From an optimization exercise on the open Yosys and OpenROAD flow, aimed at small area, a short achievable clock period and few clock cycles; shortcuts taken in it are not production practice.
At most, simulation tests tie the RTL to the original design; equivalence was not proved.
Only the layout flow was run in runs 1 to 4; the RTL was not checked for function there.
Power figures rest on the tool's default switching activity, not on a simulated workload.

<file path="flow/flow/run.sh">
#!/bin/bash
set -euo pipefail
MARGIN=${MARGIN:-8}
bash standard.sh SETUP_SLACK_MARGIN=$MARGIN finish > standard_make.log 2>&1
</file>
<file path="flow/standard.sh">
#!/bin/bash
# synth_recipe.tcl (not shown) runs the flow's synth.tcl, then flattens the netlist and writes it again
# the make line also repeats each setting of config.mk as NAME=value (left out here)
make -C /OpenROAD-flow-scripts/flow DESIGN_CONFIG=/design/flow/config.mk WORK_HOME=/design/flow/orfs CLKGATE_MAP_FILE= SYNTH_SCRIPT=/design/flow/synth_recipe.tcl "${@:-finish}"
</file>
<file path="flow/config.mk">
export PLATFORM = sky130hd
export DESIGN_NAME = interp_pair
export DESIGN_NICKNAME = interp_pair
export VERILOG_FILES = /design/flow/design.v
export SDC_FILE = /design/flow/constraint.sdc
export NUM_CORES = 4
export LEC_CHECK = 0
export CAP_MARGIN = 20
export CELL_PAD_IN_SITES_DETAIL_PLACEMENT = 1
export CELL_PAD_IN_SITES_GLOBAL_PLACEMENT = 2
export CORE_MARGIN = 2
export CORE_UTILIZATION = 30
export PLACE_DENSITY = 0.45
export SLEW_MARGIN = 20
</file>
<file path="flow/constraint.sdc">
create_clock -name core_clock -period 16.0 [get_ports {clk}]
set_input_delay 3.2000 -clock core_clock [delete_from_list [all_inputs] [get_ports {clk}]]
set_output_delay 3.2000 -clock core_clock [all_outputs]
set_load 0.01 [all_outputs]
</file>
<file path="flow/design.v">
module interp_lane (
    input  wire [31:0] in,
    input  wire [4:0]  shift,
    input  wire [4:0]  mask_lsb,
    input  wire [4:0]  mask_msb,
    input  wire        is_signed,
    input  wire [5:0]  sidx,        
    output wire [31:0] result,      
    output wire        overf        
);
    wire [31:0] shifted = in >> shift;
    wire [31:0] upto    = ~(32'hFFFFFFFE << mask_msb);         
    wire [31:0] above   = ~upto;                                
    wire [31:0] window  = upto & (32'hFFFFFFFF << mask_lsb);
    wire        sign    = ~sidx[5] & in[sidx[4:0]];
    wire        sext    = is_signed & sign;
    assign overf  = |(shifted & above);
    assign result = (shifted & window) | (above & {32{sext}});
endmodule
module interp_ksadd #(parameter W = 32) (
    input  wire [W-1:0] a,
    input  wire [W-1:0] b,
    input  wire         cin,
    output wire [W-1:0] s
);
    localparam L = $clog2(W);
    wire [W-1:0] g [0:L];
    wire [W-1:0] p [0:L];
    assign g[0] = (a & b) | ({{(W-1){1'b0}}, cin} & (a ^ b));
    assign p[0] = a ^ b;
    genvar i, k;
    generate
        for (k = 0; k < L; k = k + 1) begin : lvl
            for (i = 0; i < W; i = i + 1) begin : bit_
                if (i >= (1 << k)) begin : comb
                    assign g[k+1][i] = g[k][i] | (p[k][i] & g[k][i-(1<<k)]);
                    assign p[k+1][i] = p[k][i] & p[k][i-(1<<k)];
                end else begin : pass
                    assign g[k+1][i] = g[k][i];
                    assign p[k+1][i] = p[k][i];
                end
            end
        end
    endgenerate
    assign s = p[0] ^ {g[L][W-2:0], cin};
endmodule
module interp_unit (
    input  wire        clk,
    input  wire        rst,
    input  wire        op_valid,    
    input  wire [4:0]  sel,
    input  wire [31:0] wdata,
    input  wire        sg0,         
    input  wire        sg1,         
    input  wire [31:0] nacc0,       
    input  wire [31:0] nacc1,       
    output reg  [31:0] accum0,
    output reg  [31:0] accum1,
    output reg  [31:0] base0,
    output reg  [31:0] base1,
    output reg  [31:0] base2,
    output reg  [22:0] ctrl0,
    output reg  [22:0] ctrl1,
    output wire [6:0]  zf,          
    output wire [6:0]  zf_next      
);
    wire is_pop = (sel == 5'h05) || (sel == 5'h06) || (sel == 5'h07);
    wire [6:0] we;
    assign we[0] = op_valid && (is_pop || (sel == 5'h10) || (sel == 5'h1D));
    assign we[1] = op_valid && (is_pop || (sel == 5'h11) || (sel == 5'h1E));
    assign we[2] = op_valid && ((sel == 5'h12) || (sel == 5'h1F));
    assign we[3] = op_valid && ((sel == 5'h13) || (sel == 5'h1F));
    assign we[4] = op_valid && (sel == 5'h14);
    assign we[5] = op_valid && (sel == 5'h1B);
    assign we[6] = op_valid && (sel == 5'h1C);
    reg [6:0] z;
    assign zf      = z;
    assign zf_next = rst ? 7'h7F : (z & ~we);
    always @(posedge clk) begin
        z <= zf_next;
        if (we[0]) accum0 <= nacc0;
        if (we[1]) accum1 <= nacc1;
        if (we[2]) base0  <= (sel == 5'h1F) ? {{16{sg0 & wdata[15]}}, wdata[15:0]} : wdata;
        if (we[3]) base1  <= (sel == 5'h1F) ? {{16{sg1 & wdata[31]}}, wdata[31:16]} : wdata;
        if (we[4]) base2  <= wdata;
        if (we[5]) ctrl0  <= wdata[22:0];
        if (we[6]) ctrl1  <= wdata[22:0];
    end
endmodule
module interp_pair (
    input  wire        clk,
    input  wire        rst,
    input  wire        req_valid,
    output wire        req_ready,
    input  wire        req_unit,
    input  wire [4:0]  req_sel,
    input  wire [31:0] req_wdata,
    output reg         resp_valid,
    output reg  [31:0] resp_rdata
);
    assign req_ready = 1'b1;
    reg        r_v;
    reg        r_u;
    reg [4:0]  r_sel;
    reg [31:0] r_wd;
    always @(posedge clk) begin
        if (rst) r_v <= 1'b0;
        else     r_v <= req_valid;
        r_u   <= req_unit;
        r_sel <= req_sel;
        r_wd  <= req_wdata;
    end
    wire [31:0] a00, a01, b00, b01, b02;    
    wire [31:0] a10, a11, b10, b11, b12;    
    wire [22:0] c00, c01, c10, c11;
    wire [31:0] nacc0, nacc1;
    wire [6:0]  z0, z1, z0n, z1n;       
    wire c00s = c00[15] & ~z0[5];
    wire c01s = c01[15] & ~z0[6];
    wire c01b = c01[21] & ~z0[6];
    wire c10s = c10[15] & ~z1[5];
    wire c11s = c11[15] & ~z1[6];
    wire sg0_u0 = c01b ? c01s : c00s;
    wire sg0_u1 = c10s;
    interp_unit u_interp0 (
        .clk(clk), .rst(rst), .op_valid(r_v && !r_u),
        .sel(r_sel), .wdata(r_wd), .sg0(sg0_u0), .sg1(c01s),
        .nacc0(nacc0), .nacc1(nacc1),
        .accum0(a00), .accum1(a01), .base0(b00), .base1(b01), .base2(b02),
        .ctrl0(c00), .ctrl1(c01), .zf(z0), .zf_next(z0n)
    );
    interp_unit u_interp1 (
        .clk(clk), .rst(rst), .op_valid(r_v && r_u),
        .sel(r_sel), .wdata(r_wd), .sg0(sg0_u1), .sg1(c11s),
        .nacc0(nacc0), .nacc1(nacc1),
        .accum0(a10), .accum1(a11), .base0(b10), .base1(b11), .base2(b12),
        .ctrl0(c10), .ctrl1(c11), .zf(z1), .zf_next(z1n)
    );
    wire fw_c0 = r_v && (r_u == req_unit) && (r_sel == 5'h1B);
    wire fw_c1 = r_v && (r_u == req_unit) && (r_sel == 5'h1C);
    wire [22:0] c0_n = fw_c0 ? r_wd[22:0] :
                       req_unit ? (c10 & {23{~z1[5]}}) : (c00 & {23{~z0[5]}});
    wire [22:0] c1_n = fw_c1 ? r_wd[22:0] :
                       req_unit ? (c11 & {23{~z1[6]}}) : (c01 & {23{~z0[6]}});
    wire        u    = req_unit;
    wire [4:0]  s    = req_sel;
    wire wr_n   = (s == 5'h10) || (s == 5'h11);            
    wire add_n  = (s == 5'h1D) || (s == 5'h1E);            
    wire racc_n = (s == 5'h00) || (s == 5'h01);            
    wire rb0_n  = (s == 5'h02);
    wire rb1_n  = (s == 5'h03);
    wire rb2_n  = (s == 5'h04);
    wire rr0_n  = (s == 5'h0D);
    wire rr1_n  = (s == 5'h0E);
    wire rc1_n  = (s == 5'h0C);
    wire eng_n  = (s >= 5'h05) && (s <= 5'h0B);            
    wire wacc_n = wr_n || add_n;
    wire pl0_n  = !eng_n;
    wire pl1_n  = !eng_n;
    wire xs0_n  = add_n ? s[1] : racc_n ? s[0] : c0_n[16];
    wire z0_n   = wr_n || rb0_n || rb2_n;                  
    wire z1_n   = rb1_n || rb2_n || rc1_n;                 
    wire clp_n  = u && c0_n[22];
    reg [22:0] c0, c1;            
    reg [5:0]  sidx0, sidx1;      
    reg [3:0]  isel0, isel1;      
    reg        do_blend, do_clamp, raw0, raw1, opw, opz0, opz1, opc1, cr0, cr1;
    reg [1:0]  f0, f1;
    reg [3:0]  rsel;              
    reg [1:0]  bs0, bs1, bs2;     
    always @(posedge clk) begin
        c0       <= c0_n;
        c1       <= c1_n;
        sidx0    <= {1'b0, c0_n[14:10]} + {1'b0, c0_n[4:0]};
        sidx1    <= {1'b0, c1_n[14:10]} + {1'b0, c1_n[4:0]};
        isel0    <= z0_n ? 4'd0 :
                    {u & xs0_n & ~z1n[1], u & ~xs0_n & ~z1n[0],
                     ~u & xs0_n & ~z0n[1], ~u & ~xs0_n & ~z0n[0]};
        isel1    <= z1_n ? 4'd0 :
                    {u & ~c1_n[16] & ~z1n[1], u & c1_n[16] & ~z1n[0],
                     ~u & ~c1_n[16] & ~z0n[1], ~u & c1_n[16] & ~z0n[0]};
        bs0      <= {u & ~z1n[2], ~u & ~z0n[2]};
        bs1      <= {u & ~z1n[3], ~u & ~z0n[3]};
        bs2      <= {u & ~z1n[4], ~u & ~z0n[4]};
        do_blend <= ~u & c1_n[21] & ~pl1_n;
        do_clamp <= clp_n & ~pl0_n;
        raw0     <= wacc_n | racc_n | rb0_n | (c0_n[18] & ~clp_n & ~rr0_n);
        raw1     <= (c1_n[18] & ~rr1_n) | rb1_n | rc1_n;
        opw      <= wacc_n;
        opz0     <= racc_n | rr0_n;
        opz1     <= rr1_n;
        opc1     <= rc1_n;
        cr0      <= ~pl0_n & c0_n[17];
        cr1      <= wacc_n | (~pl1_n & c1_n[17]);
        f0       <= pl0_n ? 2'b00 : c0_n[20:19];
        f1       <= pl1_n ? 2'b00 : c1_n[20:19];
        rsel     <= {s == 5'h0B,
                     rb2_n || s == 5'h07 || s == 5'h0A,
                     rb1_n || rc1_n || rr1_n || s == 5'h06 || s == 5'h09,
                     racc_n || rb0_n || rr0_n || s == 5'h05 || s == 5'h08};
    end
    wire [31:0] b0 = ({32{bs0[1]}} & b10) | ({32{bs0[0]}} & b00);
    wire [31:0] b1 = ({32{bs1[1]}} & b11) | ({32{bs1[0]}} & b01);
    wire [31:0] b2 = ({32{bs2[1]}} & b12) | ({32{bs2[0]}} & b02);
    wire [31:0] input0 = ({32{isel0[0]}} & a00) | ({32{isel0[1]}} & a01) |
                         ({32{isel0[2]}} & a10) | ({32{isel0[3]}} & a11);
    wire [31:0] input1 = ({32{isel1[0]}} & a00) | ({32{isel1[1]}} & a01) |
                         ({32{isel1[2]}} & a10) | ({32{isel1[3]}} & a11);
    wire [31:0] sres0, sres1;
    wire        overf0, overf1;
    interp_lane u_lane0 (
        .in(input0), .shift(c0[4:0]), .mask_lsb(c0[9:5]),
        .mask_msb(c0[14:10]), .is_signed(c0[15]), .sidx(sidx0),
        .result(sres0), .overf(overf0)
    );
    interp_lane u_lane1 (
        .in(input1), .shift(c1[4:0]), .mask_lsb(c1[9:5]),
        .mask_msb(c1[14:10]), .is_signed(c1[15]), .sidx(sidx1),
        .result(sres1), .overf(overf1)
    );
    wire overf = overf0 | overf1;
    wire [31:0] opa0 = opw ? r_wd : opz0 ? 32'd0 : (do_clamp ? ~b0 : b0);
    wire [31:0] x0   = raw0 ? input0 : sres0;
    wire [32:0] sum0 = {1'b0, opa0} + {1'b0, x0} + {32'd0, do_clamp};
    wire [31:0] add0 = sum0[31:0];
    wire [31:0] opa1 = opz1 ? 32'd0 : opc1 ? {9'd0, c1} : b1;
    wire [31:0] x1   = raw1 ? input1 : sres1;
    wire [31:0] add1 = opa1 + x1;
    wire [31:0] full = b2 + sres0 + (do_blend ? 32'd0 : sres1);
    wire        csg   = c0[15];
    wire        below = (csg && (sres0[31] != b0[31])) ? sres0[31] : !sum0[32];
    wire [31:0] xcmp  = {sres0[31] ^ csg, sres0[30:0]};
    wire [31:0] b1cmp = {b1[31] ^ csg, b1[30:0]};
    wire        over  = xcmp > b1cmp;
    wire [31:0] clamp0 = below ? b0 : (over ? b1 : sres0);
    wire [7:0]  alpha = sres1[7:0];
    wire        bsgn  = c1[15];
    wire [32:0] diff;
    interp_ksadd #(.W(33)) u_diff (
        .a({bsgn & b1[31], b1}), .b(~{bsgn & b0[31], b0}), .cin(1'b1), .s(diff)
    );
    wire        dneg  = diff[32];
    wire [39:0] pp0, pp1, pp2, pp3, pp4, pp5, pp6, pp7, ppb;
    assign pp0 = {6'd0, ~(alpha[0] & dneg), (alpha[0] & dneg), {32{alpha[0]}} & diff[31:0]};
    assign pp1 = {6'd0, ~(alpha[1] & dneg), {32{alpha[1]}} & diff[31:0], 1'd0};
    assign pp2 = {5'd0, ~(alpha[2] & dneg), {32{alpha[2]}} & diff[31:0], 2'd0};
    assign pp3 = {4'd0, ~(alpha[3] & dneg), {32{alpha[3]}} & diff[31:0], 3'd0};
    assign pp4 = {3'd0, ~(alpha[4] & dneg), {32{alpha[4]}} & diff[31:0], 4'd0};
    assign pp5 = {2'd0, ~(alpha[5] & dneg), {32{alpha[5]}} & diff[31:0], 5'd0};
    assign pp6 = {1'd0, ~(alpha[6] & dneg), {32{alpha[6]}} & diff[31:0], 6'd0};
    assign pp7 = {      ~(alpha[7] & dneg), {32{alpha[7]}} & diff[31:0], 7'd0};
    assign ppb = {b0, {8{bsgn & dneg}}};
    wire [39:0] s1 = pp0 ^ pp1 ^ pp2, k1 = {(pp0 & pp1) | (pp0 & pp2) | (pp1 & pp2), 1'b0};
    wire [39:0] s2 = pp3 ^ pp4 ^ pp5, k2 = {(pp3 & pp4) | (pp3 & pp5) | (pp4 & pp5), 1'b0};
    wire [39:0] s3 = pp6 ^ pp7 ^ ppb, k3 = {(pp6 & pp7) | (pp6 & ppb) | (pp7 & ppb), 1'b0};
    wire [39:0] s4 = s1 ^ k1 ^ s2,    k4 = {(s1 & k1) | (s1 & s2) | (k1 & s2), 1'b0};
    wire [39:0] s5 = k2 ^ s3 ^ k3,    k5 = {(k2 & s3) | (k2 & k3) | (s3 & k3), 1'b0};
    wire [39:0] s6 = s4 ^ k4 ^ s5,    k6 = {(s4 & k4) | (s4 & s5) | (k4 & s5), 1'b0};
    wire [39:0] s7 = s6 ^ k6 ^ k5,    k7 = {(s6 & k6) | (s6 & k5) | (k6 & k5), 1'b0};
    wire [39:0] bsum;
    interp_ksadd #(.W(40)) u_bsum (.a(s7), .b(k7), .cin(1'b0), .s(bsum));
    wire [31:0] blend1 = bsum[39:8];
    wire [31:0] force0 = {2'b00, f0, 28'd0};
    wire [31:0] force1 = {2'b00, f1, 28'd0};
    wire [31:0] lane0 = do_blend ? {24'd0, alpha}
                                 : ((do_clamp ? clamp0 : add0) | force0);
    wire [31:0] lane1 = (do_blend ? blend1 : add1) | force1;
    assign nacc0 = cr0 ? lane1 : lane0;
    assign nacc1 = cr1 ? lane0 : lane1;
    wire [31:0] rdata = ({32{rsel[0]}} & lane0) | ({32{rsel[1]}} & lane1) |
                        ({32{rsel[2]}} & full)  |
                        ({32{rsel[3]}} & {6'd0, overf, overf1, overf0, c0});
    always @(posedge clk) begin
        if (rst) resp_valid <= 1'b0;
        else     resp_valid <= r_v && !r_sel[4];
        resp_rdata <= rdata;
    end
endmodule
</file>
==> out/summary.md, run 1 <==
TritonCTS built the clock tree. Once placement finished, the instance area stood at 54000 um^2. Synthesis handed over a netlist of 5396 instances. The most critical setup path has its endpoint at u_interp0.accum1[29]$_DFFE_PP_.

The tools report the number of endpoints with negative hold slack in the final report as 0. The run gives 47428 as the via count of the first global-routing pass. The worst setup path is captured at a flop.

In this run the horizontal extent of the chip is 411 um. The standard-cell row count was 149; the worst-case clock skew was 0.0389 ns. For this run, the detailed router's first-pass iteration total came to 6. Start point of the critical path: bs1[1]$_DFF_P_.

The logs give 238 mm for the detailed placement HPWL and 0.117 GHz for the maximum clock rate. Total power for the finished layout comes to 3870 uW. The filler cells instantiated in the layout total 18574. Summed over all layers, the routed wires come to 302 mm. Entering global routing, the biggest net connects 55 pins. For this run the aggregate overflow at the end of global routing stands at 0. The most common cell after layout, fill and taps aside is nand2_1. Final setup violation count: 0. The floorplan step defined a core boundary enclosing 165000 um^2. OpenSTA, run right after detailed placement, puts the worst setup slack at 4.91 ns. Clock tree synthesis inserted a total of 73 buffers. Counting cells, the worst reg-to-reg path comes to 33. The logs give 6168 for the number of nets in the final layout and 5917 for the total nets after synthesis. The clock tree root buffer cell is clkbuf_16. The hold-critical path depth is 1. For this design the static power due to leakage is 0.0241 uW. Path category of the worst min-delay check: reg2reg. After clock tree synthesis, the flow added hold-fix buffers numbering 0. The most numerous cell type found on the critical path is fa_2. The run gives 9.02 ns as the critical path arrival.

Setup repair after global routing could not meet its margin everywhere. The aggregate global-route resource usage was 35.1%; the number of enable flip-flop cells after synthesis was 412. Across the run, the number of max-cap violations was 0. The ratio of cells with drive above 1 in the final layout was 20.0%; the warning count from the yosys run was 4. The run gives 15900 um^2 as the sequential cell area in the final layout.

The logs give 34300 um^2 for the area of combinational cells with multiple inputs and 588 for the number of sinks on the clock net. The global-route wire length before repair is 410 mm, and the logic depth of the worst path, buffers included is 33. The family with the most delay on the worst path was compound AO/OA/AOI/OAI gates. The register clock-pin slew on the reported worst setup and hold paths was 0.06 ns. The tools report the final-report max-slew violation count as 0. Once detail routing completed, the nets flagged for antenna violations numbered 0. In this run the count of I/O pins placed on the die edge is 75. The run gives 61700 um^2 as the post-route standard cell area excluding fillers. The first routing iteration left 5116 violations.

The number of H-tree branching levels was 3. In this run the register-to-register setup slack is 7.42 ns. Largest buffer count on any clock path: 3.

The number of design rule violations left after detail routing is 0. Counting flops and latches in the post-synthesis netlist gives 588. The area enclosed by the die boundary came out at 169000 um^2.

For the via total after detailed routing, the log shows 47969. For the pin with the worst max-slew slack, the measured transition is 1.31 ns. After synthesis, flip-flops and latches occupy 31.9% of the total area. The category of the most critical setup path was reg2reg.

For this configuration, the core starts out at a cell density of 30.2%. The number of buffers and inverters on the critical path is 4. Power spread over the standard cell area amounts to 62.7 nW/um^2.

The worst flop-to-flop path startpoint is bs1[1]$_DFF_P_. The later pin in the worst-skew pair is clocked with a latency of 0.72 ns. The netlist uses 100 different library cells. The maximum resistive drop on vdd is 0.0871 mV, and the final worst-path cycle share is 53.6%. Signed area change from the synthesized netlist to the final layout: 24.0%. The worst path meets setup with 7.42 ns of slack.

The routed design could run at a clock period as short as 8.58 ns. The number of antenna violations at the first check in global routing came out at 26. Along the worst path, the maximum fanout reaches 8. In the final routed layout, each cell accounts on average for 38.3 um. STA classifies the critical path startpoint as a flop. Adding up every negative setup slack in the final design gives 0 ns.

After synthesis, the share of flip-flops with an asynchronous set or reset is 0%. Leaving out fill and tap cells, the most frequent cells in the layout are 595 x nand2_1, 472 x nor2_1, 412 x edfxtp_1, 318 x inv_1, 314 x buf_4. Using the TritonRoute via totals, the vias-per-cell ratio works out to 6.07. The run finished with no timing, DRC or antenna violations. The final weighted congestion of routability-driven global placement is 0.994, and the vertical die dimension is 411 um. At the worst endpoint, the required time is 16.44 ns. For the netlist area before placement, the log shows 49800 um^2.

Averaged over all synthesized cells, the footprint is 9.23 um^2. In this run the critical register-to-register path is captured at u_interp0.accum1[29]$_DFFE_PP_. Most frequently used flop master after synthesis: edfxtp_1. Relative max-transition margin: 12.9%. For this design, the slowest cell found on the critical path is fa_2.

For this run, the slowest stage of the critical path takes 0.60 ns. The count of buffers added on input and output ports is 73.
[metrics by stage]
stage               util (%)  instances  hold WS, ns
detailed placement      32.7       7560        0.437
finish                  37.5       7902        0.450
CTS                     36.9       7865        0.451
floorplan                  -       5396        0.424
global placement        32.7       7555        0.432
global route            37.5       7897        0.472
[cell type report]
class | instances | share of cell area (%)
Sequential cell | 588 | 25.8
Timing Repair Buffer | 493 | 7.98
Inverter | 343 | 2.10
Antenna cell | 5 | 0.0203
Multi-Input combinational cell | 4148 | 55.6
Tap cell | 2189 | 4.44
Clock buffer | 108 | 3.42
Clock inverter | 28 | 0.608
[Yosys cell counts (64+ instances only)]
| master | number | area share [%] |
|---|---|---|
| nor3_1 | 92 | 0.92 |
| mux2i_1 | 113 | 2.3 |
| a21oi_1 | 326 | 3.3 |
| nand3_1 | 109 | 1.1 |
| fa_1 | 261 | 10 |
| dfxtp_1 | 176 | 7.1 |
| nand2_1 | 607 | 4.6 |
| xnor2_1 | 131 | 2.3 |
| and2_1 | 75 | 0.94 |
| mux4_2 | 78 | 3.5 |
| a21o_1 | 107 | 1.6 |
| a22oi_1 | 227 | 3.4 |
| clkbuf_1 | 249 | 1.9 |
| xor2_1 | 64 | 1.1 |
| o21ai_0 | 246 | 2.5 |
| inv_1 | 330 | 2.5 |
| nor2_1 | 500 | 3.8 |
| a22o_1 | 115 | 2.0 |
| edfxtp_1 | 412 | 25 |
| ha_1 | 219 | 5.5 |
[logic make-up (layout without fill, tap and decap cells)]
family | Yosys count | after routing | share of synthesized area (%)
adders and majority gates | 481 | 481 | 16.0
xor gates and xnor gates | 195 | 195 | 3.43
and+or+nand+nor | 1662 | 1662 | 15.0
AOI/OAI and AO/OA | 1585 | 1585 | 21.9
DFF | 588 | 588 | 31.9
muxes | 224 | 224 | 6.55
buffers and inverters | 660 | 972 | 5.15
other | 1 | 6 | 0.00753
[how the worst min path moves through the flow]
stage                           startpoint                endpoint
floorplan           u_interp1.z[2]$_DFF_P_  u_interp1.z[2]$_DFF_P_
global placement    u_interp1.z[3]$_DFF_P_  u_interp1.z[3]$_DFF_P_
detailed placement  u_interp1.z[3]$_DFF_P_  u_interp1.z[3]$_DFF_P_
CTS                 u_interp1.z[3]$_DFF_P_  u_interp1.z[3]$_DFF_P_
global route        u_interp1.z[3]$_DFF_P_  u_interp1.z[3]$_DFF_P_
finish              u_interp1.z[3]$_DFF_P_  u_interp1.z[3]$_DFF_P_
[routing by layer]
metal / vias up / share of wire [%] / global-route usage [%] / wire [um]
met5: - / 0.014 / 0 / 42
met4: 8 / 5.1 / 14.5 / 15400
met3: 439 / 6.6 / 4.59 / 20100
met2: 2130 / 44 / 53.9 / 133000
met1: 25094 / 44 / 49.4 / 134000
li1: 20298 / - / - / -
[report_power, final]
| part | internal [uW] | leakage (uW) | switching (uW) |
|---|---|---|---|
| combinational | 154 | 0.0178 | 331 |
| sequential | 1650 | 0.00516 | 17.7 |
| clock | 983 | 0.00121 | 739 |
| total | 2790 | 0.0241 | 1090 |
[what timing repair did]
item                       4_1_cts  5_1_grt
cloned                          15        2
setup endpoints to repair      160      159
pin swaps                      115       57
resized for setup              564      127
setup buffers                  154       30
==> run 2, diff against run 1 <==
--- a/flow/design.v
+++ b/flow/design.v
@@ -235,10 +235,18 @@
     wire [31:0] clamp0 = below ? b0 : (over ? b1 : sres0);
     wire [7:0]  alpha = sres1[7:0];
     wire        bsgn  = c1[15];
-    wire [32:0] diff;
-    interp_ksadd #(.W(33)) u_diff (
-        .a({bsgn & b1[31], b1}), .b(~{bsgn & b0[31], b0}), .cin(1'b1), .s(diff)
-    );
+    wire        we0   = r_v && !r_u;
+    wire        wb01  = we0 && (r_sel == 5'h1F);
+    wire [31:0] nb0   = (we0 && r_sel == 5'h12) ? r_wd :
+                        wb01 ? {{16{sg0_u0 & r_wd[15]}}, r_wd[15:0]} :
+                        (b00 & {32{~z0n[2]}});
+    wire [31:0] nb1   = (we0 && r_sel == 5'h13) ? r_wd :
+                        wb01 ? {{16{c01s & r_wd[31]}}, r_wd[31:16]} :
+                        (b01 & {32{~z0n[3]}});
+    wire        nsg   = (we0 && r_sel == 5'h1C) ? r_wd[15] : (c01[15] & ~z0n[6]);
+    reg  [32:0] diff;
+    always @(posedge clk)
+        diff <= {nsg & nb1[31], nb1} - {nsg & nb0[31], nb0};
     wire        dneg  = diff[32];
     wire [39:0] pp0, pp1, pp2, pp3, pp4, pp5, pp6, pp7, ppb;
     assign pp0 = {6'd0, ~(alpha[0] & dneg), (alpha[0] & dneg), {32{alpha[0]}} & diff[31:0]};
==> out/summary.md, run 2 <==
The run finished with no timing, DRC or antenna violations. Largest fanout on the critical path: 9. Tracing the worst setup path back leads to its startpoint at isel1[0]$_SDFF_PP0_.

Of the cells placed in the final design, the portion with a size suffix greater than 1 is 18.4%. The number of cells on the worst reg-to-reg path was 32. For the via count of the first global-routing pass, the log shows 46869. Category of the most critical setup path: reg2reg. The number of enable flip-flop cells after synthesis was 412; the netlist area before placement was 50800 um^2. TritonCTS created 83 clock buffers. The number of placed instances, taps included, is 7629. TritonCTS built the clock tree. The register clock-pin slew on the reported worst setup and hold paths came out at 0.06 ns.

The maximum clock rate was 0.122 GHz; the number of antenna violations at the first check in global routing was 30. diff holds more flip-flops than any other register. For the critical path arrival, the log shows 8.63 ns.

The run gives 0 as the number of endpoints with negative hold slack in the final report. Critical hold path startpoint: u_interp1.z[3]$_DFF_P_. The clock reaches the later pin of the worst-skew pair after 0.75 ns. The first global-routing pass estimated 403 mm of wire. Mean number of vias per cell: 5.92. Signed area change from the synthesized netlist to the final layout: 22.6%.

The tools report the largest buffer count on any clock path as 3. For the post-synthesis sequential area ratio, the log shows 32.6%. For the static leakage, the log shows 0.0243 uW. In the synthesized netlist the async set-or-reset flop fraction comes to 0%. Synthesis instantiated 105 different standard cells from the library.

edfxtp_1 takes more of the synthesized area than any other cell. After global routing the overflow that remains totals 0. The library cell used most frequently in the layout, excluding fill and tap cells, is nand2_1. Entering global routing, the biggest net connects 62 pins. The detailed placement HPWL is 225 mm. The register with the most flip-flops in the layout has 33 of them.

After synthesis, the largest area contributor takes up 24.4% of total cell area. The power density of the placed cells was 70.0 nW/um^2. STA classifies the critical path endpoint as a flop. The most prevalent standard cell on the critical path is fa_1. The cell count after synthesis came out at 5445.

Once the floorplan was initialized, standard cells occupied 30.3% of the core. The number of nets handed over by synthesis was 5966. The worst setup path is launched from a flop. The run gives 621 as the number of sinks on the clock net. The tool flagged a number of max-cap violations equal to 0. The aggregate global-route resource usage is 33.6%, and the maximum single-stage delay on the critical path is 0.60 ns. The detailed-routing iteration count for the pre-antenna-repair pass was 7. The warning count from the yosys run is 3.

Setup repair after global routing could not meet its margin everywhere. Setup violations remaining at the end of the flow were counted as 0. The worst pin sits at a relative slew slack of 13.7%. For this block, the via count after detailed routing is 47274.

IR analysis of the VDD net gives a maximum drop of 0.0792 mV. Worst flop-to-flop path endpoint: u_interp1.accum0[29]$_DFFE_PP_. The synthesized design contains 621 register bits. The hold-critical path depth was 1; the count of port buffers added during placement was 73. Yosys attributes the largest share of cell area to edfxtp_1 24%, fa_1 10%, dfxtp_1 8.2%, ha_1 5.4%, nand2_1 4.1%. For this run, the number of standard cells in the final layout without fillers is 7984.

Most frequently used flop master after synthesis: edfxtp_1. Hold path endpoint: u_interp1.z[3]$_DFF_P_. The number of H-tree branching levels is 3, and the per-cell routed wire length is 37.6 um. The antenna violation net count after detailed routing came out at 0. The tools report the worst flop-to-flop path startpoint as isel1[0]$_SDFF_PP0_. The die covers 173000 um^2.

Final-report max-slew violation count: 0. Hold is met by 0.450 ns. The count of boundary I/O pins is 75. For the pin with the worst max-slew slack, the measured transition is 1.29 ns.

The tools report the clock tree root buffer cell as clkbuf_16. The run gives 300 mm as the routed wire length. Path category of the worst min-delay check: reg2reg.

The most instantiated library cell after synthesis is nand2_1. On the final layout, the worst clock skew is 0.0381 ns. In the routed design, unresolved DRC markers number 0. Vertical die dimension: 415 um.

The final weighted congestion of routability-driven global placement came out at 0.937. For the standard-cell row count, the log shows 150. The final worst-path cycle share was 51.2%; the worst reg-to-reg setup slack was 7.81 ns. In the final design database the tool counted 6209 nets.

In the layout the commonest cells are 540 x nand2_1, 412 x edfxtp_1, 400 x nor2_1, 376 x a21oi_1, 309 x inv_1. The minimum period implied by the final worst setup slack is 8.19 ns, and the pre-CTS setup slack is 5.79 ns. The floorplan step defined a core boundary enclosing 168000 um^2. The required time of the critical path was 16.44 ns; the die span in x was 415 um.

The slowest stage of the critical path belongs to the cell fa_1. For this block, the initial DRC count from the detailed router was 4672. For the final routed database, the setup TNS stands at 0 ns.

The mean instance size in the synthesized netlist works out to 9.32 um^2. Setup slack on the critical path of the routed design comes to 7.81 ns. The commonest cells after synthesis are 557 x nand2_1, 420 x nor2_1, 412 x a21oi_1, 412 x edfxtp_1, 320 x inv_1.
[run 2: cell types whose count changed in the layout (fill, tap and decap cells not counted), sizes merged, moves of 24 or more]
| cell | before | now |
|---|---|---|
| a21oi | 327 | 413 |
| a22o | 116 | 86 |
| and2 | 83 | 171 |
| and3 | 21 | 45 |
| dfxtp | 176 | 209 |
| mux2 | 33 | 61 |
| nand2 | 607 | 557 |
| nand3 | 109 | 142 |
| nor2 | 500 | 421 |
| nor2b | 53 | 77 |
[run 2: how the worst max path moves through the flow]
| stage | to | slack (ns) | cells after the start |
|---|---|---|---|
| 2_1_floorplan | u_interp0.accum1[20]$_DFFE_PP_ | 8.24 | 28 |
| 3_3_place_gp | u_interp0.accum1[28]$_DFFE_PP_ | 6.01 | 29 |
| 3_5_place_dp | u_interp1.accum1[28]$_DFFE_PP_ | 5.79 | 26 |
| 4_1_cts | u_interp1.accum0[29]$_DFFE_PP_ | 7.93 | 33 |
| 5_1_grt | u_interp1.accum0[29]$_DFFE_PP_ | 7.72 | 36 |
| 6_report | u_interp1.accum0[29]$_DFFE_PP_ | 7.81 | 32 |
[run 2: routing by layer]
layer / track usage (%) / vias up / share of wire (%)
met5: 0 / - / 0.020
met4: 13.1 / 10 / 4.5
met3: 3.59 / 320 / 5.9
met2: 51.7 / 1630 / 44
met1: 48.2 / 24915 / 46
li1: - / 20399 / -
[run 2: power breakdown]
part | leakage [uW] | switching (uW) | internal [uW]
clock | 0.00144 | 840 | 1220
combinational | 0.0174 | 324 | 157
sequential | 0.00542 | 67.7 | 1750
[run 2: cells by family (layout without fill, tap and decap cells)]
group,after synthesis,after routing,share of synthesized area [%]
AND/OR/NAND/NOR,1701,1701,15.8
AO/OA/AOI/OAI,1561,1561,20.7
buffers and inverters,650,964,5.00
flip-flops,621,621,32.6
adder cells (fa/ha/maj),480,480,15.7
multiplexers,261,261,7.20
XOR/XNOR,170,170,2.93
other,1,22,0.00739
[run 2: what timing repair did]
action                                  4_1_cts  5_1_grt
gates cloned                                 18        5
buffers inserted                             90       65
hold buffers                                  0        0
endpoints found under the setup margin      163      142
gates resized for setup                     299      189
pin swaps                                    80       92
[run 2: through the flow]
stage               area [um^2]  utilization [%]  power, uW
floorplan                 50800                -       2040
global placement          54800             32.7       2300
detailed placement        54800             32.7       2300
CTS                       60600             36.1       4370
global route              62200             37.1       4470
finish                    62200             37.1       4360
[run 2: critical path, delay by kind of cell, from the launching register on]
kind,cells,cell delay (ns)
AO/OA/AOI/OAI,10,2.05
adder cells (fa/ha/maj),5,2.42
buffers and inverters,11,1.53
flip-flops,1,0.38
multiplexers,2,0.72
AND/OR/NAND/NOR,4,0.72
[run 2: cell type report]
| cell class | count | area (um^2) |
|---|---|---|
| sequential | 621 | 16600 |
| clock buffer | 105 | 2250 |
| antenna | 21 | 52.6 |
| tap | 2204 | 2760 |
| multi-input combinational | 4174 | 33700 |
| inverter | 332 | 1250 |
| fill | 18779 | 105000 |
| timing repair buffer | 475 | 4970 |
| timing repair inverter | 1 | 5.00 |
| clock inverter | 51 | 681 |
==> run 3, diff against run 2 <==
--- a/flow/design.v
+++ b/flow/design.v
@@ -239,32 +239,32 @@
     wire        wb01  = we0 && (r_sel == 5'h1F);
     wire [31:0] nb0   = (we0 && r_sel == 5'h12) ? r_wd :
                         wb01 ? {{16{sg0_u0 & r_wd[15]}}, r_wd[15:0]} :
-                        (b00 & {32{~z0n[2]}});
+                        (b00 & {32{~z0[2]}});
     wire [31:0] nb1   = (we0 && r_sel == 5'h13) ? r_wd :
                         wb01 ? {{16{c01s & r_wd[31]}}, r_wd[31:16]} :
-                        (b01 & {32{~z0n[3]}});
-    wire        nsg   = (we0 && r_sel == 5'h1C) ? r_wd[15] : (c01[15] & ~z0n[6]);
+                        (b01 & {32{~z0[3]}});
+    wire        nsg   = (we0 && r_sel == 5'h1C) ? r_wd[15] : (c01[15] & ~z0[6]);
+    wire [32:0] diff_n = {nsg & nb1[31], nb1} - {nsg & nb0[31], nb0};
     reg  [32:0] diff;
-    always @(posedge clk)
-        diff <= {nsg & nb1[31], nb1} - {nsg & nb0[31], nb0};
-    wire        dneg  = diff[32];
-    wire [39:0] pp0, pp1, pp2, pp3, pp4, pp5, pp6, pp7, ppb;
-    assign pp0 = {6'd0, ~(alpha[0] & dneg), (alpha[0] & dneg), {32{alpha[0]}} & diff[31:0]};
-    assign pp1 = {6'd0, ~(alpha[1] & dneg), {32{alpha[1]}} & diff[31:0], 1'd0};
-    assign pp2 = {5'd0, ~(alpha[2] & dneg), {32{alpha[2]}} & diff[31:0], 2'd0};
-    assign pp3 = {4'd0, ~(alpha[3] & dneg), {32{alpha[3]}} & diff[31:0], 3'd0};
-    assign pp4 = {3'd0, ~(alpha[4] & dneg), {32{alpha[4]}} & diff[31:0], 4'd0};
-    assign pp5 = {2'd0, ~(alpha[5] & dneg), {32{alpha[5]}} & diff[31:0], 5'd0};
-    assign pp6 = {1'd0, ~(alpha[6] & dneg), {32{alpha[6]}} & diff[31:0], 6'd0};
-    assign pp7 = {      ~(alpha[7] & dneg), {32{alpha[7]}} & diff[31:0], 7'd0};
-    assign ppb = {b0, {8{bsgn & dneg}}};
+    reg  [34:0] diff3;            
+    always @(posedge clk) begin
+        diff  <= diff_n;
+        diff3 <= {{2{diff_n[32]}}, diff_n} + {diff_n[32], diff_n, 1'b0};
+    end
+    wire [34:0] d1 = {{2{diff[32]}}, diff};
+    wire [34:0] d2 = {diff[32], diff, 1'b0};
+    wire [34:0] m0 = alpha[1] ? (alpha[0] ? diff3 : d2) : (alpha[0] ? d1 : 35'd0);
+    wire [34:0] m1 = alpha[3] ? (alpha[2] ? diff3 : d2) : (alpha[2] ? d1 : 35'd0);
+    wire [34:0] m2 = alpha[5] ? (alpha[4] ? diff3 : d2) : (alpha[4] ? d1 : 35'd0);
+    wire [34:0] m3 = alpha[7] ? (alpha[6] ? diff3 : d2) : (alpha[6] ? d1 : 35'd0);
+    wire [39:0] pp0 = {4'd0, ~m0[34], m0[33:0]} + 40'hAC_0000_0000;
+    wire [39:0] pp1 = {2'd0, ~m1[34], m1[33:0], 2'd0};
+    wire [39:0] pp2 = {~m2[34], m2[33:0], 4'd0};
+    wire [39:0] pp3 = {m3[33:0], 6'd0};
+    wire [39:0] ppb = {b0, {8{bsgn & diff[32]}}};
     wire [39:0] s1 = pp0 ^ pp1 ^ pp2, k1 = {(pp0 & pp1) | (pp0 & pp2) | (pp1 & pp2), 1'b0};
-    wire [39:0] s2 = pp3 ^ pp4 ^ pp5, k2 = {(pp3 & pp4) | (pp3 & pp5) | (pp4 & pp5), 1'b0};
-    wire [39:0] s3 = pp6 ^ pp7 ^ ppb, k3 = {(pp6 & pp7) | (pp6 & ppb) | (pp7 & ppb), 1'b0};
-    wire [39:0] s4 = s1 ^ k1 ^ s2,    k4 = {(s1 & k1) | (s1 & s2) | (k1 & s2), 1'b0};
-    wire [39:0] s5 = k2 ^ s3 ^ k3,    k5 = {(k2 & s3) | (k2 & k3) | (s3 & k3), 1'b0};
-    wire [39:0] s6 = s4 ^ k4 ^ s5,    k6 = {(s4 & k4) | (s4 & s5) | (k4 & s5), 1'b0};
-    wire [39:0] s7 = s6 ^ k6 ^ k5,    k7 = {(s6 & k6) | (s6 & k5) | (k6 & k5), 1'b0};
+    wire [39:0] s2 = pp3 ^ ppb ^ s1,  k2 = {(pp3 & ppb) | (pp3 & s1) | (ppb & s1), 1'b0};
+    wire [39:0] s7 = s2 ^ k2 ^ k1,    k7 = {(s2 & k2) | (s2 & k1) | (k2 & k1), 1'b0};
     wire [39:0] bsum;
     interp_ksadd #(.W(40)) u_bsum (.a(s7), .b(k7), .cin(1'b0), .s(bsum));
     wire [31:0] blend1 = bsum[39:8];
==> out/summary.md, run 3 <==
The signed area change from the synthesized netlist to the final layout was 21.0%. In the synthesized netlist the async set-or-reset flop fraction comes to 0%. The die span in x came out at 416 um. The worst hold path belongs to the class reg2reg.

The routed wire length is 299 mm, and the hold-critical path depth is 1. The logs give 8.59 ns for the critical path arrival and 135 mm for the wire length on met1. The logs give 0.75 ns for the clock latency of the later-clocked register in the worst-skew pair and 6159 for the number of nets in the final layout. In this design, the stage delay of the slowest critical-path cell is 0.55 ns. The final sum of negative setup slack was 0 ns.

The die is 416 um tall. In this run, synthesis produced a sequential element count of 654. The worst path needs 8.12 ns of the cycle, external delays included. Clock tree root buffer cell: clkbuf_16.

The register with the most flip-flops in the layout has 34 of them. The final weighted congestion of routability-driven global placement came out at 0.949. Among cell families on the critical path, the largest total delay comes from adder cells. TritonCTS built the clock tree.

The kind of capture point of the worst setup path is a flop. The number of cells on the worst reg-to-reg path was 34. For the met3 routed wirelength, the log shows 18.9 mm. For this run, the total global-route usage over all layers was measured as 33.6%. For this run, the detailed router's first-pass iteration total came to 6. The core region is 169000 um^2.

The largest individual stage delay along the critical path comes from the cell mux4_2. The largest buffer count on any clock path is 3. Most prevalent standard cell on the critical path: fa_1. After detailed routing, the number of vias per cell comes to 5.97.

Top cell type by total area after synthesis: edfxtp_1. Counting instances in the post-synthesis netlist gives the leading cell types as 555 x nor2_1, 552 x nand2_1, 523 x a21oi_1. The total buffers and inverters traversed by the critical path was 9.

The category of the most critical setup path was reg2reg. The pre-CTS setup slack is 5.79 ns, and the largest net degree at the start of global routing is 60. The synthesized netlist contains 89 unique library cells. More flip-flops sit in one register than any other, and that register is diff3.

The run gives 47142 as the via count of the first global-routing pass. In this run the number of H-tree levels came out at 3. Number of sinks on the clock net: 654.

Along the worst path, the maximum fanout reaches 16. Worst-case clock skew: 0.0432 ns. The library cells used most frequently in the layout, excluding fill and tap cells, are 538 x nor2_1, 526 x nand2_1, 482 x a21oi_1, 412 x edfxtp_1, 290 x buf_4. The first global-routing pass estimated 405 mm of wire. The logs give 75 for the count of boundary I/O pins and 7.88 ns for the post-route worst setup slack.

After detailed placement, the total cell area comes to 54800 um^2. Leaving out fill and tap cells, the most frequent cell in the layout is nor2_1. Startpoint type of the worst setup path: a flop.

For this run the aggregate overflow at the end of global routing stands at 0. Signal routing reaches up to met5. The initialized floorplan defines 151 standard-cell rows. Dividing total power by cell area gives a power density of 75.6 nW/um^2. The synthesized design devotes to its leading area cell type 24.3% of total area. Among all flip-flop cells after synthesis, the most frequent one is edfxtp_1.

Most instantiated library cell after synthesis: nor2_1. Once detail routing completed, the nets flagged for antenna violations numbered 0. Data on the critical path is required at its endpoint by 16.47 ns.

For this design the static power due to leakage is 0.0245 uW. For the via total after detailed routing, the log shows 47924. Of the cells placed in the final design, the portion with a size suffix greater than 1 is 17.6%.

Setup repair after global routing could not meet its margin everywhere. Final-report max-slew violation count: 0. The number of antenna violations at the first check in global routing is 28, and the starting density of the core is 30.1%. The die covers 173000 um^2.

The slew at the pin closest to its max-slew limit works out to 1.24 ns. The run gives 5598 as the count of mapped cells out of synthesis. Count of port buffers added during placement: 73. Sorting the synthesized cells by area gives the leading types as edfxtp_1 24%, dfxtp_1 9.5%, ha_1 6.0%, fa_1 5.5%, a21oi_1 5.1%. The tools report the maximum resistive drop on vdd as 0.0813 mV. For the post-synthesis sequential area ratio, the log shows 33.9%. After the first detailed-routing iteration, the DRC count stood at 4930. During synthesis, Yosys emitted a total of 3 warnings. The finished cells cover 61500 um^2. The logs give 6022 for the total nets after synthesis and 0 for the hold buffer count at cts. The logs give 131 mm for the wire length on met2 and 0.123 GHz for the maximum clock rate.

Across the run, the number of max-cap violations was 0. In this run the mean area of a mapped cell was 9.08 um^2. For this run, the share of the core covered by cells in the final layout is 36.4%. The per-cell routed wire length is 37.3 um, and the number of endpoints with negative hold slack in the final report is 0. After clock tree synthesis, the clock-pin slew on the worst setup and hold paths is 0.06 ns. Setup violations remaining at the end of the flow were counted as 0. The number of enable flip-flop cells after synthesis works out to 412. Detailed placement HPWL: 233 mm.

The number of clock buffers added by TritonCTS is 84. The run finished with no timing, DRC or antenna violations. The relative max-transition margin was 17.0%; the netlist area before placement was 50900 um^2. The final worst-path cycle share came out at 50.7%.

The logic depth of the worst path, buffers included was 34; the number of design rule violations left after detail routing was 0. On the final layout, the worst hold slack is 0.451 ns.
## run 3: changes by cell type after synthesis, moves of 33 or more
cell      change
mux2i_1     +133
a31oi_1      -33
nor2_1      +135
a21oi_1     +111
o21ai_0      +63
a22oi_1      +35
fa_1        -121
and2_1       -87
nand3_1      -55
clkbuf_1     +59
inv_1       -100
dfxtp_1      +33
## run 3: repair_timing
item                       CTS  global route
cloned                      15             6
pin swaps                   60            85
setup buffers               70            49
resized for setup          339           173
setup endpoints to repair  175           172
## run 3: per-stage QoR
step                instances  total power [uW]
floorplan                5598              2330
global placement         7721              2640
detailed placement       7727              2650
CTS                      7967              4660
global route             8023              4790
finish                   8027              4650
## run 3: layout make-up
type                    count  area (um^2)
flip-flops and latches    654        17200
fillers                 19087       107000
well taps                2218         2780
clock buffers             112         2300
diodes                      5         12.5
inverters                 228          881
multi-input cells        4332        33400
repair buffers            435         4370
clock inverters            43          548
## run 3: cell families (layout without fill, tap and decap cells)
logic type | after synthesis | in the layout | share of synthesized area, %
simple gates | 1655 | 1656 | 14.8
compound gates | 1697 | 1697 | 21.7
other cells | 1 | 6 | 0.00737
xor+xnor | 212 | 212 | 3.65
flops | 654 | 654 | 33.9
buf+inv | 613 | 818 | 4.63
mux | 382 | 382 | 9.91
fa+ha+maj | 384 | 384 | 11.5
## run 3: path summary, 6_finish.rpt
path	from	to	slack (ns)
setup / recovery	isel1[2]$_SDFF_PP0_	u_interp1.accum0[30]$_DFFE_PP_	7.88
hold / removal	u_interp1.z[3]$_DFF_P_	u_interp1.z[3]$_DFF_P_	0.45
setup reg to reg	isel1[2]$_SDFF_PP0_	u_interp1.accum0[30]$_DFFE_PP_	7.88
hold reg to reg	u_interp1.z[3]$_DFF_P_	u_interp1.z[3]$_DFF_P_	0.45
## run 3: report_power, final
| part | internal, uW | switching, uW |
|---|---|---|
| combinational | 225 | 408 |
| sequential | 1860 | 156 |
| clock | 1170 | 835 |
## run 3: layer usage
layer  global-route usage [%]  up-vias
met5                        0        -
li1                         -    20859
met3                     4.66      353
met4                     14.2        6
met2                     51.4     1845
met1                     47.2    24861
==> run 4, diff against run 3 <==
--- a/flow/config.mk
+++ b/flow/config.mk
@@ -10,5 +10,7 @@
 export CELL_PAD_IN_SITES_GLOBAL_PLACEMENT = 2
 export CORE_MARGIN = 2
 export CORE_UTILIZATION = 30
+export CTS_BUF_LIST = sky130_fd_sc_hd__clkbuf_8
 export PLACE_DENSITY = 0.45
 export SLEW_MARGIN = 20
+export TNS_END_PERCENT = 30
==> out/summary.md, run 4 <==
The antenna violation net count after detailed routing is 0. After detailed routing, the average wire length per cell comes to 36.9 um. The final setup violation count was 0; the count of mapped cells out of synthesis was 5598. Setup repair after global routing could not meet its margin everywhere.

The net switching power of the design is 1440 uW. The standard-cell row count was 151; the netlist area before placement was 50900 um^2. The floorplan step defined a core boundary enclosing 169000 um^2. The tools report the number of violations reported at the end of detailed-routing iteration 0 as 5047.

The mean instance size in the synthesized netlist came out at 9.08 um^2. Cells fill 36.4% of the core in the end. The die is 416 um tall. The top cell types in the final layout, fill and taps aside, are 537 x nor2_1, 526 x nand2_1, 480 x a21oi_1, 412 x edfxtp_1, 289 x buf_4.

The maximum single-stage delay on the critical path is 0.53 ns. During synthesis, Yosys emitted a total of 3 warnings. Counting along the longest clock path gives a buffer depth of 3. Startpoint type of the worst setup path: a flop. The hold-critical path depth came out at 1. The logs give 0 for the total overflow reported by the global router and 47640 for the via count of the first global-routing pass.

Critical hold path startpoint: u_interp1.z[3]$_DFF_P_. The number of endpoints with negative hold slack in the final report was 0; the number of design rule violations left after detail routing was 0. In this run the register-to-register setup slack is 7.90 ns. Detailed placement finished with a half-perimeter wire length of 233 mm. The die is 416 um wide.

The post-synthesis register bit count is 654. The tools report the hold path endpoint as u_interp1.z[3]$_DFF_P_. The analysis attributes to cell leakage a power of 0.0246 uW. In this run the biggest area consumer among cell types represents 24.3% of the synthesized area. The synthesized design contains 412 enable-type register cells. Summing internal, switching and leakage power gives 4530 uW. On the final layout, the worst hold slack is 0.450 ns. Ranked by total cell area, the synthesized netlist is headed by edfxtp_1 24%, dfxtp_1 9.5%, ha_1 6.0%, fa_1 5.5%, a21oi_1 5.1%. Measured against its own limit, the worst slew margin works out to 21.1%.

The logs give 0.949 for the final weighted congestion of routability-driven global placement and 654 for the number of sinks on the clock net. The global-route wire length before repair was 408 mm. Sorting the synthesized cells by how often they occur yields 555 x nor2_1, 552 x nand2_1, 523 x a21oi_1. The later pin in the worst-skew pair is clocked with a latency of 0.97 ns. Summing over every cut layer, the via total after detailed routing is 48149. At the placement stage, the worst setup path has a slack of 5.79 ns. The library cell used most frequently in the layout, excluding fill and tap cells, is nor2_1. The run gives 0.0914 mV as the maximum resistive drop on vdd. For this design, the slowest cell found on the critical path is fa_1. The tools report the worst flop-to-flop path endpoint as u_interp0.accum0[19]$_DFFE_PP_.

The register clock-pin slew on the reported worst setup and hold paths is 0.07 ns, and the detailed-routing iteration count for the pre-antenna-repair pass is 9. Fraction of registers with async set/reset: 0%. Most frequently used flop master after synthesis: edfxtp_1. The run gives 30.1% as the starting density of the core. More flip-flops sit in one register than any other, and that register is diff3.

Ratio of cells with drive above 1 in the final layout: 18.1%. The tree is rooted in a clkbuf_8. Count of boundary I/O pins: 75. In this run the critical register-to-register path is launched from isel1[1]$_SDFF_PP0_. The logs give 16.67 ns for the required time of the critical path and 44.6% for the power share of the sequential group. The power density of the placed cells works out to 73.7 nW/um^2. TritonCTS built the clock tree. Global routing used 33.9% of the available tracks across all layers.

Of the total power, combinational logic draws 13.9%. The worst register-to-register path has a depth of 33. The clock period could shrink to 8.10 ns. In the final timing run, aggregate negative setup slack is 0 ns. The die covers 173000 um^2.

The kind of capture point of the worst setup path was a flop. Along the worst path, the maximum fanout reaches 24. The switching share of power is 31.8%. The run finished with no timing, DRC or antenna violations. The number of H-tree branching levels is 4.

When the netlist entered floorplanning its net count stood at 6022. The tools report the final-report max-slew violation count as 0. The routed design has 300 mm of wire. The logs give 7.90 ns for the post-route worst setup slack and 6212 for the number of nets in the final layout. The worst-case clock skew is 0.0746 ns, and the count of cell types in the netlist is 89. The register with the most flip-flops in the layout has 34 of them. Entering global routing, the biggest net connects 60 pins.

The worst path uses 50.6% of the clock period. The post-synthesis sequential area ratio came out at 33.9%. The category of the most critical setup path is reg2reg.

Compared with the post-synthesis result, the final layout area differs by 20.8%. The filler cells instantiated in the layout total 19157. Buffers placed on the I/O ports in this run total 73. The slew at the pin closest to its max-slew limit was 1.17 ns. The hold buffer count at cts was 0; the number of antenna violations at the first check in global routing was 27.

After detailed routing, the number of vias per cell comes to 5.92. The logs give 3090 uW for the internal cell power and 8.77 ns for the critical path arrival. The tools report the number of max-cap violations as 0.

Buffers inserted during clock tree synthesis total 134. The most common cell in the synthesized netlist is nor2_1. The clock network is responsible for 41.5% of the overall power.

Timing would allow up to 0.123 GHz. The path class of the tightest hold or removal check is reg2reg. The top cell type by total area after synthesis was edfxtp_1.
[run 4: cell counts after synthesis]
No cell type changed its count.
[run 4: layout make-up]
class / instances / area [um^2] / area share [%]
multi-input cells: 4332 / 33300 / 54.2
flip-flops and latches: 654 / 17200 / 28.1
repair buffers: 438 / 4410 / 7.18
well taps: 2218 / 2780 / 4.52
clock buffers: 151 / 2080 / 3.38
inverters: 228 / 878 / 1.43
clock inverters: 95 / 724 / 1.18
diodes: 11 / 27.5 / 0.0448
[run 4: cell families after synthesis]
family	synth area share [%]
other	0.00737
buffers and inverters	4.63
flip-flops	33.9
multiplexers	9.91
AO/OA/AOI/OAI	21.7
XOR/XNOR	3.65
adder cells (fa/ha/maj)	11.5
AND/OR/NAND/NOR	14.8
[run 4: worst max-delay path by stage]
stage / start / endpoint / slack, ns / cells past startpoint
5_1_grt: isel1[2]$_SDFF_PP0_ / u_interp0.accum0[25]$_DFFE_PP_ / 7.73 / 34
6_report: isel1[1]$_SDFF_PP0_ / u_interp0.accum0[19]$_DFFE_PP_ / 7.90 / 33
3_3_place_gp: isel1[0]$_SDFF_PP0_ / u_interp0.accum0[29]$_DFFE_PP_ / 5.92 / 30
3_5_place_dp: isel1[2]$_SDFF_PP0_ / u_interp0.accum0[29]$_DFFE_PP_ / 5.79 / 30
2_1_floorplan: c1[0]$_DFF_P_ / u_interp0.accum0[29]$_DFFE_PP_ / 8.15 / 30
4_1_cts: r_sel[1]$_DFF_P_ / diff3[32]$_DFF_P_ / 7.84 / 34
[run 4: through the flow]
step           area, um^2  cells
6_report            61400   8127
5_1_grt             61400   8120
4_1_cts             60400   8073
3_5_place_dp        54800   7727
3_3_place_gp        54700   7721
2_1_floorplan       50900   5598
[run 4: critical path: cells and delay by family, from the launching register on]
kind	cells	cell delay, ns
compound gates	13	1.94
xor+xnor	1	0.38
fa+ha+maj	4	1.87
buf+inv	7	0.87
flops	1	0.42
mux	4	1.45
simple gates	4	0.82
[run 4: layer usage]
layer	up-vias	wire length, um	global-route usage [%]
met3	370	18500	5.06
met1	25007	136000	47.7
li1	20964	-	-
met2	1808	130000	51.5
met4	0	15300	14.4
met5	-	0	0
[run 4: timing repair]
| action | CTS | global route |
|---|---|---|
| endpoints found under the setup margin | 175 | 171 |
| gates resized for setup | 352 | 157 |
| pin swaps | 65 | 71 |
| buffers inserted | 82 | 41 |
| cloned | 18 | 2 |
[run 4: power by group through the flow]
stage | registers, uW | clock network [uW] | logic, uW
CTS | 2010 | 1920 | 614
floorplan | 1940 | 0 | 386
global placement | 2050 | 0 | 593
global route | 2030 | 2000 | 671
finish | 2020 | 1880 | 629
detailed placement | 2050 | 0 | 599
==> run 5, diff against run 4 <==
--- a/flow/design.v
+++ b/flow/design.v
@@ -23,7 +23,7 @@
     input  wire         cin,
     output wire [W-1:0] s
 );
-    localparam L = $clog2(W);
+    localparam L = (W > 32) ? 6 : (W > 16) ? 5 : (W > 8) ? 4 : (W > 4) ? 3 : 2;
     wire [W-1:0] g [0:L];
     wire [W-1:0] p [0:L];
     assign g[0] = (a & b) | ({{(W-1){1'b0}}, cin} & (a ^ b));
==> flow/flow/run.sh (replaced) <==
#!/bin/bash
set -euo pipefail
MARGIN=${MARGIN:-7.5}
bash standard.sh SETUP_SLACK_MARGIN=$MARGIN finish > standard_make.log 2>&1
==> out/summary.md, run 5 <==
The total nets after synthesis is 6022. The worst setup path is captured at a flop. The signed area change from the synthesized netlist to the final layout was 17.8%. Most frequently used flop master after synthesis: edfxtp_1. The critical path in this run is classified as reg2reg. Synthesis handed over a netlist of 5598 instances.

Among all cell types in the netlist, the one instantiated most often is nor2_1. Final cell count without fillers: 8063. Setup repair after global routing could not meet its margin everywhere. The final layout contains 6148 nets. Row generation in the floorplan step produced 151 rows.

In this run the register-to-register setup slack is 7.52 ns. The number of H-tree branching levels was 4. Summed over all layers, the routed wires come to 298 mm. For this run, the total global-route usage over all layers was measured as 33.5%. The largest register by flop count was diff3. Buffers placed on the I/O ports in this run total 73. In this run, CTS created clock tree buffers numbering 134. The worst pin sits at a relative slew slack of 18.2%. For the static leakage, the log shows 0.0241 uW. The analysis attributes to net switching a power of 1440 uW. After detailed routing, the average wire length per cell comes to 37.0 um.

Cell internal power was estimated by the tool at 3080 uW. The tools report the number of design rule violations left after detail routing as 0. In this run the critical register-to-register path is captured at resp_rdata[19]$_DFF_P_. The worst hold path begins at u_interp1.z[3]$_DFF_P_. In this design, the stage delay of the slowest critical-path cell is 0.71 ns. The number of cells on the worst reg-to-reg path is 29, and the die span in x is 416 um. STA classifies the critical path startpoint as a flop. At the later pin of the worst-skew pair, clock insertion delay measures 0.97 ns.

The via count of the first global-routing pass is 47098, and the vertical die dimension is 416 um. The final setup violation count came out at 0. The library cell used most frequently in the layout, excluding fill and tap cells, is nor2_1. In this run the worst path has a maximum fanout of 29. By area the synthesized netlist is led by edfxtp_1 24%, dfxtp_1 9.5%, ha_1 6.0%, fa_1 5.5%, a21oi_1 5.1%. After the first detailed-routing iteration, the DRC count stood at 5147.

The core footprint is 169000 um^2, and the netlist area before placement is 50900 um^2. The cell area after placement is 54800 um^2. The die covers 173000 um^2. The number of antenna violations at the first check in global routing is 25. The number of placed instances with taps included is 7727, and the count of cell types in the netlist is 89. The final critical path takes up 53.0% of the cycle. The min-delay analysis places its worst path in the category reg2reg. The clock network burns 41.5% of the power. The ratio of cells with drive above 1 in the final layout came out at 15.5%. For the pre-CTS setup slack, the log shows 5.79 ns. TritonCTS built the clock tree. After clock tree synthesis, the flow added hold-fix buffers numbering 0.

The power share of the sequential group was 44.7%; the largest buffer count on any clock path was 3. In this run the critical register-to-register path is launched from c1[2]$_DFF_P_. The start point of the critical path was c1[2]$_DFF_P_. The via total after detailed routing was 47637. The library cells used most frequently in the layout, excluding fill and tap cells, are 544 x nor2_1, 532 x nand2_1, 498 x a21oi_1, 412 x edfxtp_1, 286 x o21ai_0. CTS saw 654 sinks. STA puts the critical path data arrival time at 9.25 ns. The wire-length estimate of the detail-placed layout is 233 mm.

After clock tree synthesis, the clock-pin slew on the worst setup and hold paths is 0.06 ns. Based on the critical path, the design can be clocked at up to 0.118 GHz. The top cell type's share of synthesized area is 24.3%, and the maximum resistive drop on vdd is 0.0914 mV. In this run switching power makes up 31.8% of total power. Once detail routing completed, the nets flagged for antenna violations numbered 0. The global-route wire length before repair came out at 403 mm.

The run finished with no timing, DRC or antenna violations. For the required time of the critical path, the log shows 16.77 ns. For the pin with the worst max-slew slack, the measured transition is 1.22 ns. Entering global routing, the biggest net connects 60 pins. The post-synthesis register bit count was 654. The smallest clock period supported by the final layout is computed as 8.48 ns. The part of the total power dissipated in combinational logic came out at 13.7%.

The worst-case clock skew came out at 0.0788 ns. The run gives 33.9% as the post-synthesis sequential area ratio. The post-route worst setup slack was 7.52 ns; the power consumption was 4520 uW. After global routing the overflow that remains totals 0.

At the end of routability-driven placement, the weighted congestion stood at 0.949. During I/O placement, the number of pins put on the boundary was 75. The detailed-routing iteration count for the pre-antenna-repair pass was 6; the power density of the placed cells was 75.5 nW/um^2. The tools report the number of endpoints with negative hold slack in the final report as 0. The cell sitting at the root of the clock tree is a clkbuf_8. The number of flip-flops in the largest register works out to 34. Of all flip-flops after synthesis, the portion carrying an async set or reset was 0%. The tools report the final-report max-slew violation count as 0. Counting instances in the post-synthesis netlist gives the leading cell types as 555 x nor2_1, 552 x nand2_1, 523 x a21oi_1. The mean number of vias per cell came out at 5.91.

The library cell contributing the largest single delay on the critical path is a2111oi_1. The starting density of the core is 30.1%. The number of enable flip-flop cells after synthesis is 412, and the final sum of negative setup slack is 0 ns. The biggest area contributor in the post-synthesis netlist is edfxtp_1. After routing the design area is 59900 um^2. In this run the worst setup path terminates at resp_rdata[19]$_DFF_P_. Dividing the synthesized area by the synthesized cell count gives 9.08 um^2. The warning count from the yosys run came out at 3. Max-cap violations in this run came to 0.
==> run 5: worst max-delay path, delay by kind of cell, from the launching register on <==
family / cells / cell delay, ns
muxes: 1 / 0.23
AOI/OAI and AO/OA: 12 / 2.83
adders and majority gates: 4 / 1.91
buffers and inverters: 7 / 1.53
DFF: 1 / 0.29
xor gates and xnor gates: 1 / 0.53
and+or+nand+nor: 4 / 0.88
==> run 5: through the flow <==
| stage | utilization (%) | hold WS (ns) |
|---|---|---|
| after floorplan | - | 0.424 |
| after global placement | 32.4 | 0.431 |
| after detailed placement | 32.4 | 0.441 |
| after CTS | 34.7 | 0.454 |
| after global routing | 35.5 | 0.461 |
| final | 35.5 | 0.450 |
==> run 5: power by group through the flow <==
stage               Combinational, uW  Sequential [uW]  Clock (uW)
floorplan                         386             1940           0
global placement                  593             2050           0
detailed placement                599             2050           0
CTS                               606             2010        1920
global route                      662             2020        1990
finish                            622             2020        1880
==> run 5: cell families after synthesis <==
| group | Yosys count | synth area share [%] |
|---|---|---|
| xor gates and xnor gates | 212 | 3.65 |
| buffers and inverters | 613 | 4.63 |
| and+or+nand+nor | 1655 | 14.8 |
| other | 1 | 0.00737 |
| muxes | 382 | 9.91 |
| DFF | 654 | 33.9 |
| adders and majority gates | 384 | 11.5 |
| AOI/OAI and AO/OA | 1697 | 21.7 |
==> run 5: metal layers <==
| metal | GRT usage (%) | part of all wire (%) | vias up |
|---|---|---|---|
| li1 | - | - | 20859 |
| met1 | 47.2 | 46 | 24656 |
| met2 | 50.8 | 44 | 1775 |
| met3 | 4.96 | 6.0 | 345 |
| met4 | 14.1 | 4.7 | 2 |
| met5 | 0 | 0.0044 | - |
==> run 5: cell type report <==
cell class / count / area [um^2]
repair buffers: 373 / 3620
clock buffers: 151 / 2080
multi-input cells: 4333 / 32600
flip-flops and latches: 654 / 17200
diodes: 11 / 27.5
inverters: 228 / 871
well taps: 2218 / 2780
clock inverters: 95 / 724
fillers: 19248 / 109000
==> run 5: worst min-delay path by stage <==
stage,endpoint,slack [ns],cells after the start
floorplan,u_interp0.base2[31]$_DFFE_PP_,0.42,0
global placement,u_interp1.z[2]$_DFF_P_,0.43,1
detailed placement,u_interp1.z[4]$_DFF_P_,0.44,1
CTS,u_interp1.z[4]$_DFF_P_,0.45,1
global route,u_interp1.z[3]$_DFF_P_,0.46,1
finish,u_interp1.z[3]$_DFF_P_,0.45,1
==> run 5: repair_timing <==
action	CTS	global route
hold endpoints to repair	0	0
setup buffers	16	45
pin swaps	7	34
cloned	10	7
resized for setup	154	162
endpoints found under the setup margin	170	167
Testbench counts of run 5, summed over its fixed seeds: cycles 24,023.
==> run 6, diff against run 5 <==
==> flow/flow/run.sh (replaced) <==
#!/bin/bash
set -euo pipefail
MARGIN=${MARGIN:-8}
bash standard.sh SETUP_SLACK_MARGIN=$MARGIN finish > standard_make.log 2>&1
--- a/flow/config.mk
+++ b/flow/config.mk
@@ -10,7 +10,5 @@
 export CELL_PAD_IN_SITES_GLOBAL_PLACEMENT = 2
 export CORE_MARGIN = 2
 export CORE_UTILIZATION = 30
-export CTS_BUF_LIST = sky130_fd_sc_hd__clkbuf_8
 export PLACE_DENSITY = 0.45
 export SLEW_MARGIN = 20
-export TNS_END_PERCENT = 30
==> out/summary.md, run 6 <==
The maximum resistive drop on vdd was 0.0813 mV; the register clock-pin slew on the reported worst setup and hold paths was 0.06 ns. The logs give 54800 um^2 for the cell area after placement and 405 mm for the global-route wire length before repair. The static leakage is 0.0245 uW. In this run, the clock network consumes 43.0% of the power. Counting the fill cells in the layout gives 19087. Cells with a size suffix above 1 make up 17.6% of the layout.

The run gives 0 as the final setup violation count. STA classifies the critical path endpoint as a flop. STA classifies the critical path startpoint as a flop. The final-report max-slew violation count came out at 0. After detailed routing, the total wire length is 299 mm.

The die is 416 um wide. For this block, the via count after detailed routing is 47924. In this run the power density over the cells is 75.6 nW/um^2.

The run finished with no timing, DRC or antenna violations. In this run the clock root is driven by a clkbuf_16. The critical path is of the reg2reg type. At the pin with the least slew margin, the transition time is 1.24 ns.

The run gives 151 as the standard-cell row count. In this run the number of H-tree levels came out at 3. The count of cell types in the netlist is 89.

The largest buffer count on any clock path was 3. In this run the tool buffered the top-level ports with 73 buffer cells. Summed over all nets, the switching power comes to 1400 uW. For this run, the slowest stage of the critical path takes 0.55 ns. The clock drives 654 sinks. The final worst-path cycle share was 50.7%. The relative max-transition margin is 17.0%.

The area growth from synthesis to layout is 21.0%. Setup slack closes at 7.88 ns. The path category of the worst min-delay check was reg2reg. The post-route standard cell area excluding fillers is 61500 um^2.
[run 6: cell count changes in the layout (fill, tap and decap cells not counted), moves of 16 or more]
cell	previous run	this run
clkbuf_1	0	20
buf_4	249	290
a21oi_1	498	482
clkbuf_8	151	8
clkinv_1	26	10
o21ai_0	286	269
inv_1	242	203
clkbuf_16	5	90
[run 6: final cells by class]
type	count	area, um^2	area share [%]
Tap cell	2218	2780	4.51
Timing Repair Buffer	435	4370	7.10
Sequential cell	654	17200	28.0
Clock buffer	112	2300	3.74
Clock inverter	43	548	0.891
Antenna cell	5	12.5	0.0203
Inverter	228	881	1.43
Multi-Input combinational cell	4332	33400	54.3
[run 6: repair_timing]
item / CTS / global route
setup buffers: 70 / 49
gates cloned: 15 / 6
pin swaps: 60 / 85
resized for setup: 339 / 173
endpoints found under the setup margin: 175 / 172
hold buffers: 0 / 0
[run 6: path summary, 6_finish.rpt]
path,from,to,slack [ns],cells past startpoint
worst max-delay path,isel1[2]$_SDFF_PP0_,u_interp1.accum0[30]$_DFFE_PP_,7.88,34
worst min-delay path,u_interp1.z[3]$_DFF_P_,u_interp1.z[3]$_DFF_P_,0.45,1
worst max register to register,isel1[2]$_SDFF_PP0_,u_interp1.accum0[30]$_DFFE_PP_,7.88,34
worst min register to register,u_interp1.z[3]$_DFF_P_,u_interp1.z[3]$_DFF_P_,0.45,1
[run 6: worst max-delay path: cells and delay by family, from the launching register on]
family / cells / cell delay (ns)
AO/OA/AOI/OAI: 6 / 1.23
flip-flops: 1 / 0.39
multiplexers: 5 / 1.61
AND/OR/NAND/NOR: 10 / 1.36
buffers and inverters: 9 / 1.25
adder cells (fa/ha/maj): 4 / 1.94
[run 6: routing by layer]
metal / up-vias / wire length, um / share of wire [%] / global-route usage, %
li1: 20859 / - / - / -
met3: 353 / 18900 / 6.3 / 4.66
met5: - / 33 / 0.011 / 0
met4: 6 / 14400 / 4.8 / 14.2
met1: 24861 / 135000 / 45 / 47.2
met2: 1845 / 131000 / 44 / 51.4
[run 6: logic make-up (layout without fill, tap and decap cells)]
kind of cell	count (synthesis)	after routing	share of synthesized area (%)
buffers and inverters	613	818	4.63
other	1	6	0.00737
adder cells (fa/ha/maj)	384	384	11.5
multiplexers	382	382	9.91
AO/OA/AOI/OAI	1697	1697	21.7
flip-flops	654	654	33.9
AND/OR/NAND/NOR	1655	1656	14.8
XOR/XNOR	212	212	3.65
[run 6: power by group through the flow]
stage | combinational (uW) | sequential, uW | clock, uW
after CTS | 617 | 2010 | 2030
after global routing | 673 | 2030 | 2090
after global placement | 593 | 2050 | 0
after detailed placement | 599 | 2050 | 0
after floorplan | 386 | 1940 | 0
final | 632 | 2020 | 2000
[run 6: stage by stage]
step	utilization (%)	cells	total power, uW
final	36.4	8027	4650
after global routing	36.4	8023	4790
after CTS	35.7	7967	4660
after detailed placement	32.4	7727	2650
after global placement	32.4	7721	2640
after floorplan	-	5598	2330

## port drivers added, routing unchanged
The flow's constraints put no driver on any port. The routed layouts listed below were extracted and timed again, unchanged, in two steps.
Step 1, drivers: a clkbuf_16 drives clk and a buf_2 each remaining input, both assumed.
Step 2, shift: input delay + t, output delay - t, t = (earliest + latest rising clock arrival at the registers) / 2. This alone moves slack from input paths to output paths.
a / b / c = ideal ports / drivers / drivers and shift; a / b = the first two.
| run | shift t [ns] | slack for setup (ns) |
|---|---|---|
| run 1 | 0.783 | 7.417 / 7.417 / 7.417 |
| run 2 | 0.812 | 7.811 / 7.811 / 7.480 |
| run 3 | 0.815 | 7.882 / 7.882 / 7.882 |
| run 4 | 1.006 | 7.902 / 7.902 / 7.902 |
| run 5 | 1.006 | 7.523 / 7.523 / 7.523 |
| run 6 | 0.815 | 7.882 / 7.882 / 7.882 |
After both steps setup and hold are still met in every run listed.
